What follows belongs to an exercise in optimizing a design on an open flow for a short achievable clock period and few clock cycles; a production flow would make more cautious choices.
Only simulation tests tie the RTL to the original design; equivalence was not proved.
Power is estimated from default activity; no workload was simulated.

[constraint.sdc]
create_clock -name core_clock -period 7.0 [get_ports {clk}]
set_input_delay 1.4000 -clock core_clock [delete_from_list [all_inputs] [get_ports {clk}]]
set_output_delay 1.4000 -clock core_clock [all_outputs]
set_load 0.01 [all_outputs]
[design.v]
module trc3_alu (
    input  wire [4:0] op,
    input  wire [7:0] a,
    input  wire [7:0] b,
    output reg  [7:0] result,
    output reg        carry,
    output wire       zero
);
    localparam OP_ADD = 5'd2;
    localparam OP_SUB = 5'd4;
    localparam OP_XOR = 5'd5;
    localparam OP_XNO = 5'd6;
    localparam OP_IOR = 5'd7;
    localparam OP_NOR = 5'd8;
    localparam OP_AND = 5'd9;
    localparam OP_NAN = 5'd10;
    localparam OP_RSH = 5'd11;
    wire [8:0] sum  = {1'b0, a} + {1'b0, b};
    wire [8:0] diff = {1'b0, a} + {1'b0, ~b} + 9'd1;
    always @* begin
        case (op)
            OP_ADD: begin result = sum[7:0];       carry = sum[8];  end
            OP_SUB: begin result = diff[7:0];      carry = diff[8]; end
            OP_XOR: begin result = a ^ b;          carry = (a > b); end
            OP_XNO: begin result = ~(a ^ b);       carry = sum[8];  end
            OP_IOR: begin result = a | b;          carry = 1'b0;    end
            OP_NOR: begin result = ~(a | b);       carry = 1'b0;    end
            OP_AND: begin result = a & b;          carry = 1'b0;    end
            OP_NAN: begin result = (~a) & (~b);    carry = 1'b0;    end
            OP_RSH: begin result = {1'b0, sum[7:1]}; carry = sum[8]; end
            default: begin result = 8'd0;          carry = 1'b0;    end
        endcase
    end
    assign zero = (result == 8'd0);
endmodule
module trc3_stack (
    input  wire       clk,
    input  wire       rst,
    input  wire       push,
    input  wire       pop,
    input  wire [9:0] push_data,
    output wire [9:0] top,
    output wire       empty
);
    reg [9:0] s [0:15];
    integer i;
    always @(posedge clk) begin
        if (rst) begin
            for (i = 0; i < 16; i = i + 1)
                s[i] <= 10'd0;
        end else if (push) begin
            for (i = 15; i > 0; i = i - 1)
                s[i] <= s[i-1];
            s[0] <= push_data;
        end else if (pop) begin
            for (i = 0; i < 15; i = i + 1)
                s[i] <= s[i+1];
            s[15] <= 10'd0;
        end
    end
    reg any_set;
    always @* begin
        any_set = 1'b0;
        for (i = 0; i < 16; i = i + 1)
            any_set = any_set | (|s[i]);
    end
    assign top   = s[0];
    assign empty = ~any_set;
endmodule
module trc3_regfile (
    input  wire       clk,
    input  wire       rst,
    input  wire [2:0] ra,
    input  wire [2:0] rb,
    input  wire [2:0] rc,
    output wire [7:0] da,
    output wire [7:0] db,
    output wire [7:0] dc,
    input  wire       we,
    input  wire [2:0] wa,
    input  wire [7:0] wd
);
    reg [7:0] x [1:7];
    integer i;
    always @(posedge clk) begin
        if (rst) begin
            for (i = 1; i < 8; i = i + 1)
                x[i] <= 8'd0;
        end else if (we && wa != 3'd0) begin
            x[wa] <= wd;
        end
    end
    assign da = (ra == 3'd0) ? 8'd0 : x[ra];
    assign db = (rb == 3'd0) ? 8'd0 : x[rb];
    assign dc = (rc == 3'd0) ? 8'd0 : x[rc];
endmodule
module trc3_core (
    input  wire        clk,
    input  wire        rst,
    output reg         mem_req,
    output reg         mem_we,
    output reg  [10:0] mem_addr,
    output reg  [7:0]  mem_wdata,
    input  wire        mem_ready,
    input  wire [7:0]  mem_rdata,
    output wire        gpi_req,
    output wire [2:0]  gpi_port,
    input  wire        gpi_valid,
    input  wire [7:0]  gpi_data,
    output wire        gpo_valid,
    output wire [2:0]  gpo_port,
    output wire [7:0]  gpo_data,
    output wire        bell,
    output wire        halted,
    output wire        faulted,
    output wire [2:0]  fault_code,
    output wire [10:0] pc_out
);
    localparam OP_NOP = 5'd0,  OP_HLT = 5'd1,  OP_ADD = 5'd2,  OP_ADI = 5'd3;
    localparam OP_SUB = 5'd4,  OP_XOR = 5'd5,  OP_XNO = 5'd6,  OP_IOR = 5'd7;
    localparam OP_NOR = 5'd8,  OP_AND = 5'd9,  OP_NAN = 5'd10, OP_RSH = 5'd11;
    localparam OP_LDI = 5'd12, OP_JMP = 5'd13, OP_BEQ = 5'd14, OP_BNE = 5'd15;
    localparam OP_BGT = 5'd16, OP_BLT = 5'd17, OP_CAL = 5'd18, OP_RET = 5'd19;
    localparam OP_REA = 5'd20, OP_STO = 5'd21, OP_GPI = 5'd22, OP_GPO = 5'd23;
    localparam OP_BEL = 5'd24, OP_PAS = 5'd25, OP_PAG = 5'd26;
    localparam F_NONE     = 3'd0;
    localparam F_ILLEGAL  = 3'd1;
    localparam F_RESERVED = 3'd2;
    localparam F_DATAADDR = 3'd3;
    localparam F_PAGE     = 3'd4;
    localparam S_FETCH0 = 3'd0;
    localparam S_FETCH1 = 3'd1;
    localparam S_EXEC   = 3'd2;
    localparam S_MEM    = 3'd3;
    localparam S_GPI    = 3'd4;
    localparam S_HALT   = 3'd5;
    localparam S_FAULT  = 3'd6;
    reg [2:0]  state;
    reg [10:0] pc;
    reg [15:0] ir;
    reg        flag_c, flag_z;
    reg [2:0]  page;
    reg [2:0]  fcode;
    reg [10:0] daddr;       
    wire [4:0] op    = ir[15:11];
    wire [2:0] fa    = ir[8:6];
    wire [2:0] fb    = ir[5:3];
    wire [2:0] fc    = ir[2:0];
    wire [7:0] imm8  = ir[10:3];
    wire [9:0] imm10 = ir[10:1];
    wire [2:0] imm3_lo = ir[5:3];     
    wire [2:0] imm3_hi = ir[10:8];    
    reg [10:0] rsv_mask;
    always @* begin
        case (op)
            OP_NOP, OP_HLT, OP_RET, OP_BEL:                 rsv_mask = 11'h7FF;
            OP_ADD, OP_SUB, OP_XOR, OP_XNO, OP_IOR, OP_NOR,
            OP_AND, OP_NAN, OP_RSH, OP_REA, OP_STO:         rsv_mask = 11'h600;
            OP_ADI, OP_LDI:                                 rsv_mask = 11'h000;
            OP_JMP, OP_BEQ, OP_BNE, OP_BGT, OP_BLT, OP_CAL: rsv_mask = 11'h001;
            OP_GPI:                                         rsv_mask = 11'h7C0;
            OP_GPO:                                         rsv_mask = 11'h607;
            OP_PAS:                                         rsv_mask = 11'h0C7;
            OP_PAG:                                         rsv_mask = 11'h7F8;
            default:                                        rsv_mask = 11'h000;
        endcase
    end
    wire illegal  = (op > 5'd26);
    wire reserved = |(ir[10:0] & rsv_mask);
    wire is_alu = (op == OP_ADD) || (op >= OP_SUB && op <= OP_RSH);
    wire [7:0] xa, xb, xc;
    reg        rf_we;
    reg  [7:0] rf_wd;
    trc3_regfile u_rf (
        .clk(clk), .rst(rst),
        .ra(fa), .rb(fb), .rc(fc),
        .da(xa), .db(xb), .dc(xc),
        .we(rf_we), .wa(fc), .wd(rf_wd)
    );
    wire [7:0] alu_r;
    wire       alu_c, alu_z;
    trc3_alu u_alu (
        .op(op), .a(xa), .b(xb),
        .result(alu_r), .carry(alu_c), .zero(alu_z)
    );
    reg        st_push, st_pop;
    wire [9:0] st_top;
    wire       st_empty;
    wire [10:0] pc_inc = pc + 11'd1;
    trc3_stack u_stack (
        .clk(clk), .rst(rst),
        .push(st_push), .pop(st_pop), .push_data(pc_inc[9:0]),
        .top(st_top), .empty(st_empty)
    );
    wire [8:0] offset  = {1'b0, xa} + {6'd0, imm3_lo};
    wire [7:0] pas_val = xb | {5'd0, imm3_hi};
    reg [2:0] exec_fault;
    always @* begin
        if (illegal)
            exec_fault = F_ILLEGAL;
        else if (reserved)
            exec_fault = F_RESERVED;
        else if ((op == OP_REA || op == OP_STO) && offset[8])
            exec_fault = F_DATAADDR;
        else if (op == OP_PAS && pas_val[7:3] != 5'd0)
            exec_fault = F_PAGE;
        else
            exec_fault = F_NONE;
    end
    wire exec_ok = (state == S_EXEC) && (exec_fault == F_NONE);
    reg taken;
    always @* begin
        case (op)
            OP_JMP, OP_CAL: taken = 1'b1;
            OP_BEQ:         taken = flag_z;
            OP_BNE:         taken = ~flag_z;
            OP_BGT:         taken = flag_c;
            OP_BLT:         taken = ~flag_c;
            default:        taken = 1'b0;
        endcase
    end
    always @* begin
        rf_we   = 1'b0;
        rf_wd   = 8'd0;
        st_push = 1'b0;
        st_pop  = 1'b0;
        if (exec_ok) begin
            if (is_alu) begin
                rf_we = 1'b1;
                rf_wd = alu_r;
            end else if (op == OP_ADI) begin
                rf_we = 1'b1;
                rf_wd = xc + imm8;
            end else if (op == OP_LDI) begin
                rf_we = 1'b1;
                rf_wd = imm8;
            end else if (op == OP_PAG) begin
                rf_we = 1'b1;
                rf_wd = {5'd0, page};
            end
            st_push = (op == OP_CAL);
            st_pop  = (op == OP_RET) && !st_empty;
        end else if (state == S_MEM && mem_ready && op == OP_REA) begin
            rf_we = 1'b1;
            rf_wd = mem_rdata;
        end else if (state == S_GPI && gpi_valid) begin
            rf_we = 1'b1;
            rf_wd = gpi_data;
        end
    end
    always @* begin
        mem_req   = 1'b0;
        mem_we    = 1'b0;
        mem_addr  = 11'd0;
        mem_wdata = 8'd0;
        case (state)
            S_FETCH0: begin
                mem_req  = 1'b1;
                mem_addr = {pc[9:0], 1'b0};
            end
            S_FETCH1: begin
                mem_req  = 1'b1;
                mem_addr = {pc[9:0], 1'b1};
            end
            S_MEM: begin
                mem_req   = 1'b1;
                mem_we    = (op == OP_STO);
                mem_addr  = daddr;
                mem_wdata = xc;
            end
            default: ;
        endcase
    end
    assign gpi_req   = (state == S_GPI);
    assign gpi_port  = imm3_lo;
    assign gpo_valid = exec_ok && (op == OP_GPO);
    assign gpo_port  = imm3_lo;
    assign gpo_data  = xa;
    assign bell      = exec_ok && (op == OP_BEL);
    assign halted     = (state == S_HALT);
    assign faulted    = (state == S_FAULT);
    assign fault_code = fcode;
    assign pc_out     = pc;
    task advance;
        begin
            pc <= pc_inc;
            state <= (pc_inc == 11'd1024) ? S_HALT : S_FETCH0;
        end
    endtask
    always @(posedge clk) begin
        if (rst) begin
            state  <= S_FETCH0;
            pc     <= 11'd0;
            flag_c <= 1'b0;
            flag_z <= 1'b0;
            page   <= 3'd0;
            fcode  <= F_NONE;
            daddr  <= 11'd0;
        end else begin
            case (state)
                S_FETCH0: if (mem_ready) begin
                    ir[7:0] <= mem_rdata;
                    state   <= S_FETCH1;
                end
                S_FETCH1: if (mem_ready) begin
                    ir[15:8] <= mem_rdata;
                    state    <= S_EXEC;
                end
                S_EXEC: begin
                    if (exec_fault != F_NONE) begin
                        fcode <= exec_fault;
                        state <= S_FAULT;
                    end else begin
                        if (is_alu) begin
                            flag_c <= alu_c;
                            flag_z <= alu_z;
                        end
                        if (op == OP_PAS)
                            page <= pas_val[2:0];
                        case (op)
                            OP_HLT:
                                state <= S_HALT;
                            OP_JMP, OP_BEQ, OP_BNE, OP_BGT, OP_BLT, OP_CAL:
                                if (taken) begin
                                    pc    <= {1'b0, imm10};
                                    state <= S_FETCH0;
                                end else begin
                                    advance;
                                end
                            OP_RET:
                                if (!st_empty) begin
                                    pc    <= {1'b0, st_top};
                                    state <= S_FETCH0;
                                end else begin
                                    advance;
                                end
                            OP_REA, OP_STO: begin
                                daddr <= {page, offset[7:0]};
                                state <= S_MEM;
                            end
                            OP_GPI:
                                state <= S_GPI;
                            default:
                                advance;
                        endcase
                    end
                end
                S_MEM: if (mem_ready) advance;
                S_GPI: if (gpi_valid) advance;
                default: ;    
            endcase
        end
    end
endmodule
[config.mk]
export PLATFORM = sky130hd
export DESIGN_NAME = trc3_core
export DESIGN_NICKNAME = trc3_core
export VERILOG_FILES = /design/flow/design.v
export SDC_FILE = /design/flow/constraint.sdc
export NUM_CORES = 4
export LEC_CHECK = 0
export CAP_MARGIN = 20
export CORE_MARGIN = 2
export CORE_UTILIZATION = 40
export PLACE_DENSITY = 0.6
export SLEW_MARGIN = 20
[run.sh]
#!/bin/bash
# synth_recipe.tcl (not shown) runs the flow's synth.tcl, then flattens the netlist and writes it again
# the make line also repeats each setting of config.mk as NAME=value (left out here)
make -C /OpenROAD-flow-scripts/flow DESIGN_CONFIG=/design/flow/config.mk WORK_HOME=/design/flow/orfs CLKGATE_MAP_FILE= SYNTH_SCRIPT=/design/flow/synth_recipe.tcl finish
==> run summary <==
## sequential cells by signal, indices dropped and copies added, names as in the netlist, named ones only
| name | flops |
|---|---|
| rsv_mask | 6 |
| page | 3 |
| fcode | 3 |
| u_stack.s | 160 |
| flag_z | 1 |
| flag_c | 1 |
| daddr | 11 |
| u_rf.x | 64 |
| pc | 11 |
| state | 3 |
| ir | 16 |
## cells in the mapped netlist (11+ instances only)
library cell                 n
sky130_fd_sc_hd__buf_4      12
sky130_fd_sc_hd__buf_2      34
sky130_fd_sc_hd__nand2b_1   25
sky130_fd_sc_hd__edfxtp_1   80
sky130_fd_sc_hd__nor3_1    160
sky130_fd_sc_hd__mux4_2     41
sky130_fd_sc_hd__xnor2_1    16
sky130_fd_sc_hd__nand2_1   110
sky130_fd_sc_hd__a211oi_1   19
sky130_fd_sc_hd__o22ai_1   142
sky130_fd_sc_hd__nand4_1    20
sky130_fd_sc_hd__and3_1     11
sky130_fd_sc_hd__mux2i_1    34
sky130_fd_sc_hd__nand3_1    33
sky130_fd_sc_hd__inv_1      51
sky130_fd_sc_hd__nor2_1    281
sky130_fd_sc_hd__a21oi_1    84
sky130_fd_sc_hd__dfxtp_1   205
sky130_fd_sc_hd__o21ai_0    36
sky130_fd_sc_hd__a22oi_1    37
sky130_fd_sc_hd__clkbuf_1   84
sky130_fd_sc_hd__ha_1       35
sky130_fd_sc_hd__nor4_1     51
## metal layers
layer | wire [um] | part of all wire | global-route usage
met5 | 0 | 0 | 0
met2 | 22600 | 0.43 | 0.374
met1 | 23700 | 0.45 | 0.372
met3 | 4870 | 0.093 | 0.0480
met4 | 1140 | 0.022 | 0.0691
## metrics by stage
stage | instances | total power (W)
6_report | 2343 | 0.00392
3_3_place_gp | 2277 | 0.00223
4_1_cts | 2341 | 0.00393
5_1_grt | 2343 | 0.00405
3_5_place_dp | 2279 | 0.00223
2_1_floorplan | 1804 | 0.00208
## cells in the final DEF (no fill, tap or decap), types with 9 or more instances in the layout
cell,Yosys,layout
sky130_fd_sc_hd__o22ai_1,142,142
sky130_fd_sc_hd__o21ai_0,36,36
sky130_fd_sc_hd__nand4_1,20,20
sky130_fd_sc_hd__mux4_2,41,41
sky130_fd_sc_hd__nand2b_1,25,25
sky130_fd_sc_hd__a211oi_1,19,19
sky130_fd_sc_hd__nor4_1,51,50
sky130_fd_sc_hd__dfxtp_1,205,204
sky130_fd_sc_hd__ha_1,35,35
sky130_fd_sc_hd__o211ai_1,9,9
sky130_fd_sc_hd__nor2_1,281,281
sky130_fd_sc_hd__mux2i_1,34,34
sky130_fd_sc_hd__and3_1,11,11
sky130_fd_sc_hd__nand3_1,33,33
sky130_fd_sc_hd__inv_1,51,51
sky130_fd_sc_hd__xnor2_1,16,16
sky130_fd_sc_hd__nand2_1,110,108
sky130_fd_sc_hd__nor2b_1,9,9
sky130_fd_sc_hd__a21oi_1,84,84
sky130_fd_sc_hd__clkbuf_16,0,35
sky130_fd_sc_hd__a22oi_1,37,37
sky130_fd_sc_hd__clkdlybuf4s50_1,0,72
sky130_fd_sc_hd__nor3_1,160,160
sky130_fd_sc_hd__buf_4,12,23
sky130_fd_sc_hd__clkinv_2,0,9
sky130_fd_sc_hd__edfxtp_1,80,80
## path summary, 6_finish.rpt
path                         startpoint  cells past startpoint                    endpoint
hold / removal    daddr[8]$_SDFFE_PP0P_                      2       daddr[8]$_SDFFE_PP0P_
hold reg to reg   daddr[8]$_SDFFE_PP0P_                      2       daddr[8]$_SDFFE_PP0P_
setup reg to reg        ir[6]$_DFFE_PP_                     13  u_rf.x[5][5]$_SDFFCE_PN0P_
setup / recovery        ir[6]$_DFFE_PP_                     14                   gpo_valid
## worst reg2reg max path: stages (launching register included)
cell                        delay, ns
sky130_fd_sc_hd__edfxtp_1        0.95
sky130_fd_sc_hd__mux4_2          0.61
sky130_fd_sc_hd__nand2_1         0.08
sky130_fd_sc_hd__o21a_1          0.27
sky130_fd_sc_hd__inv_1           0.21
sky130_fd_sc_hd__fa_1            0.59
sky130_fd_sc_hd__a211oi_1        0.27
sky130_fd_sc_hd__nor2_1          0.13
sky130_fd_sc_hd__o21ai_0         0.24
sky130_fd_sc_hd__a2111oi_0       0.15
sky130_fd_sc_hd__nor4_1          0.47
sky130_fd_sc_hd__a21oi_1         0.20
sky130_fd_sc_hd__a221oi_2        0.69
sky130_fd_sc_hd__nor2_1          0.12
## layout make-up
type                            count  area share
Clock buffer                       48      0.0546
Clock inverter                     14     0.00526
Inverter                           52      0.0109
Multi-Input combinational cell   1325       0.475
Sequential cell                   285       0.365
Tap cell                          518      0.0363
Timing Repair Buffer              101      0.0529
## power groups by stage
stage	registers (W)	clock network, W	logic [W]
after floorplan	0.00177	0	0.000316
after global placement	0.00180	0	0.000429
after detailed placement	0.00180	0	0.000431
after CTS	0.00176	0.00174	0.000433
after global routing	0.00177	0.00181	0.000475
final	0.00176	0.00171	0.000445
## kinds of logic after synthesis
family | Yosys count | synth area share
adder cells (fa/ha/maj) | 40 | 0.0335
AO/OA/AOI/OAI | 423 | 0.179
other | 1 | 0.000238
flip-flops | 285 | 0.412
multiplexers | 80 | 0.0837
AND/OR/NAND/NOR | 752 | 0.226
XOR/XNOR | 22 | 0.0122
buffers and inverters | 194 | 0.0538
==> out/summary.log <==
[sta] number of failing hold endpoints at the final stage 0
[global_routing] total grt overflow 0
[run] Max Cap Viol 0
[detailed_routing] Avg Vias per Cell 6.20
[synth] leading cell types by total area after synthesis sky130_fd_sc_hd__dfxtp_1 (26%), sky130_fd_sc_hd__edfxtp_1 (15%), sky130_fd_sc_hd__nor2_1 (6.7%), sky130_fd_sc_hd__mux4_2 (5.9%), sky130_fd_sc_hd__o22ai_1 (5.6%)
[critical_path] delay of the slowest critical-path stage 0.95 ns
[synth] register bit count reported by yosys 285
[cells_and_area] post-synthesis to final-layout area growth 13.1%
[synth] sequential element share of the synthesized area 0.412
[die] floorplan core area 0.0388 mm^2
[critical_path] largest fanout on the critical path 19
[synth] count of different cell masters after synthesis 83
[critical_path] cell with the most instances on the worst path sky130_fd_sc_hd__inv_1
[placed_design] Detailed Place HPWL 37.2 mm
[power] combinational share of power 0.114
[critical_path] worst endpoint required time 5.60 ns
[clocking] Clock Pin Slew Worst Setup and Hold Paths 0.06 ns
[global_routing] GRT Total Usage 0.252
[cells_and_area] multi-input gate area in the final layout 0.00848 mm^2
[detailed_routing] total vias in the final route 14500
[cells_and_area] Layout Utilization 0.460
[critical_path] reg-to-reg slack, setup 1.74 ns
[sta] RSZ-0062 raised after global routing false
[placed_design] Buffers on Ports 73
[synth] synthesized area divided by synthesized cell count 8.78 um^2
[synth] Top FF cell, synth sky130_fd_sc_hd__dfxtp_1
[global_routing] global-route wire length before repair 81.5 mm
[sta] minimum period implied by the final worst setup slack 6.34 ns
[critical_path] cells along the critical path mux4_2 -> nand2_1 -> o21a_1 -> inv_1 -> ha_1 -> inv_1 -> fa_1 -> nor2b_1 -> o21bai_1 -> or4_4 -> o21ai_4 -> or4_1 -> nor4_1 -> clkdlybuf4s50_1
[die] number of top-level design ports 74
[critical_path] Arr. time, crit path 4.94 ns
[die] die footprint 0.0411 mm^2
[critical_path] type of destination of the critical path output pin
[cells_and_area] fraction of final layout cells with drive strength greater than 1 0.0855
[critical_path] critical path start-end classification reg -> out
[clocking] post-CTS setup buffer count 0
[synth] FFs w/ async S/R, synth 0
[detailed_routing] residual DRC count 0
[cells_and_area] total number of nets in the final design 1858
[power] leakage power of the design 6.66 nW
[synth] Post-synth EDFFs 80
[sta] ratio of final minimum period to clock period 0.906
[power] Sw Ratio 0.266
[die] initial cell density of the core 0.406
[clocking] maximum number of buffers from clock root to sink 3
[clocking] clock insertion delay at the later pin of the skew report 0.55 ns
[sta] number of max-slew violations in the final report 0
[clocking] root cell of the clock tree sky130_fd_sc_hd__clkbuf_16
[synth] Yosys Warn Count 5
[cells_and_area] count of antenna diodes in the layout 0
[power] Internal Power 0.00288 W
[synth] area fraction of the dominant cell type after synthesis 0.260
[global_routing] antenna violations before repair 0
[power] Max rail drop VDD 0.227 mV
[detailed_routing] Avg WL per Cell 22.3 um
[placed_design] pre-CTS setup slack 1.21 ns
[sta] maximum achievable frequency 158 MHz
[die] DIE WIDTH 203 um
[clocking] TritonCTS clock tree built
[clocking] Inserted Clock Buffers 34
[critical_path] Slowest cell on crit path sky130_fd_sc_hd__edfxtp_1
[die] number of core rows 72
[power] register share of total power 0.450
[detailed_routing] Initial DRC Count 1507
[clocking] clock net sink count 285
[clocking] post-cts repair resize count 0
[worst_hold_path] class of the worst hold path reg -> reg
[sta] headroom to the max-slew limit 0.248
[cells_and_area] sequential cell area 0.00651 mm^2
[sta] accumulated negative setup slack 0 ns
[critical_path] worst path bufs/invs 3
[sta] Finish-stage setup viols 0
[power] clock group share of total power 0.436
[sta] Worst Setup Slack, final 0.659 ns
[cells_and_area] filler cell count in the final layout 3778
[critical_path] Worst Setup Start Kind flop
[status] result of the run no timing/DRC/antenna violations
[die] height of the die 203 um
[sta] Worst Hold Slack 0.497 ns
[clocking] Post-CTS Hold Buffers 0
[synth] library cell occupying the most area in the post-synthesis netlist sky130_fd_sc_hd__dfxtp_1
[power] PD cells 220 mW/mm^2
[cells_and_area] final instance area 0.0178 mm^2
[global_routing] number of global-route vias before repair 13600
[placed_design] final weighted congestion of routability-driven global placement 0.956
[power] Switching Power 0.00104 W
[synth] gate count of the mapped netlist 1797
[sta] slew at the pin closest to its max-slew limit 1.12 ns
[synth] post-synthesis cell area 0.0158 mm^2
[clocking] CTS H-tree depth 2
[placed_design] placed cell areas 0.0168 mm^2
[detailed_routing] routed wire length 52.3 mm
[detailed_routing] post-route ant nets 0
[critical_path] Crit path max-delay family simple AND/OR/NAND/NOR gates
[detailed_routing] number of iterations in the first detailed-routing pass 8
[sta] skew final 0.0286 ns
[global_routing] largest net degree at the start of global routing 108
Testbench counts, summed over its fixed seeds: cycles 306,642.

-- re-timing with driven ports --
Ports are ideal in the flow. The routed layout listed here was re-timed in OpenROAD.
Step 1, drivers: a clkbuf_16 drives clk and a buf_2 each remaining input, both assumed.
Step 2 adds t to the input delays and takes it off the output delays; t is the mean of the earliest and latest rising clock arrival at the registers after step 1. Input paths then give back, and output paths get back, about the clock's delay inside the block.
a / b / c = no drivers / after step 1 / after step 2; a / b = the first two.
t, ns: 0.585
slack for setup (ns): 0.659 / 0.607 / 1.192
worst hold slack (ns): 0.497 / 0.497 / 0.497
worst register clock-pin slew, ns: 0.06 / 0.06
worst slew at a driven data input, ns: 0.04
After both steps setup and hold are still met in this run. The setup slack of this run moves by -0.052 ns with the drivers and by +0.533 ns with both steps.
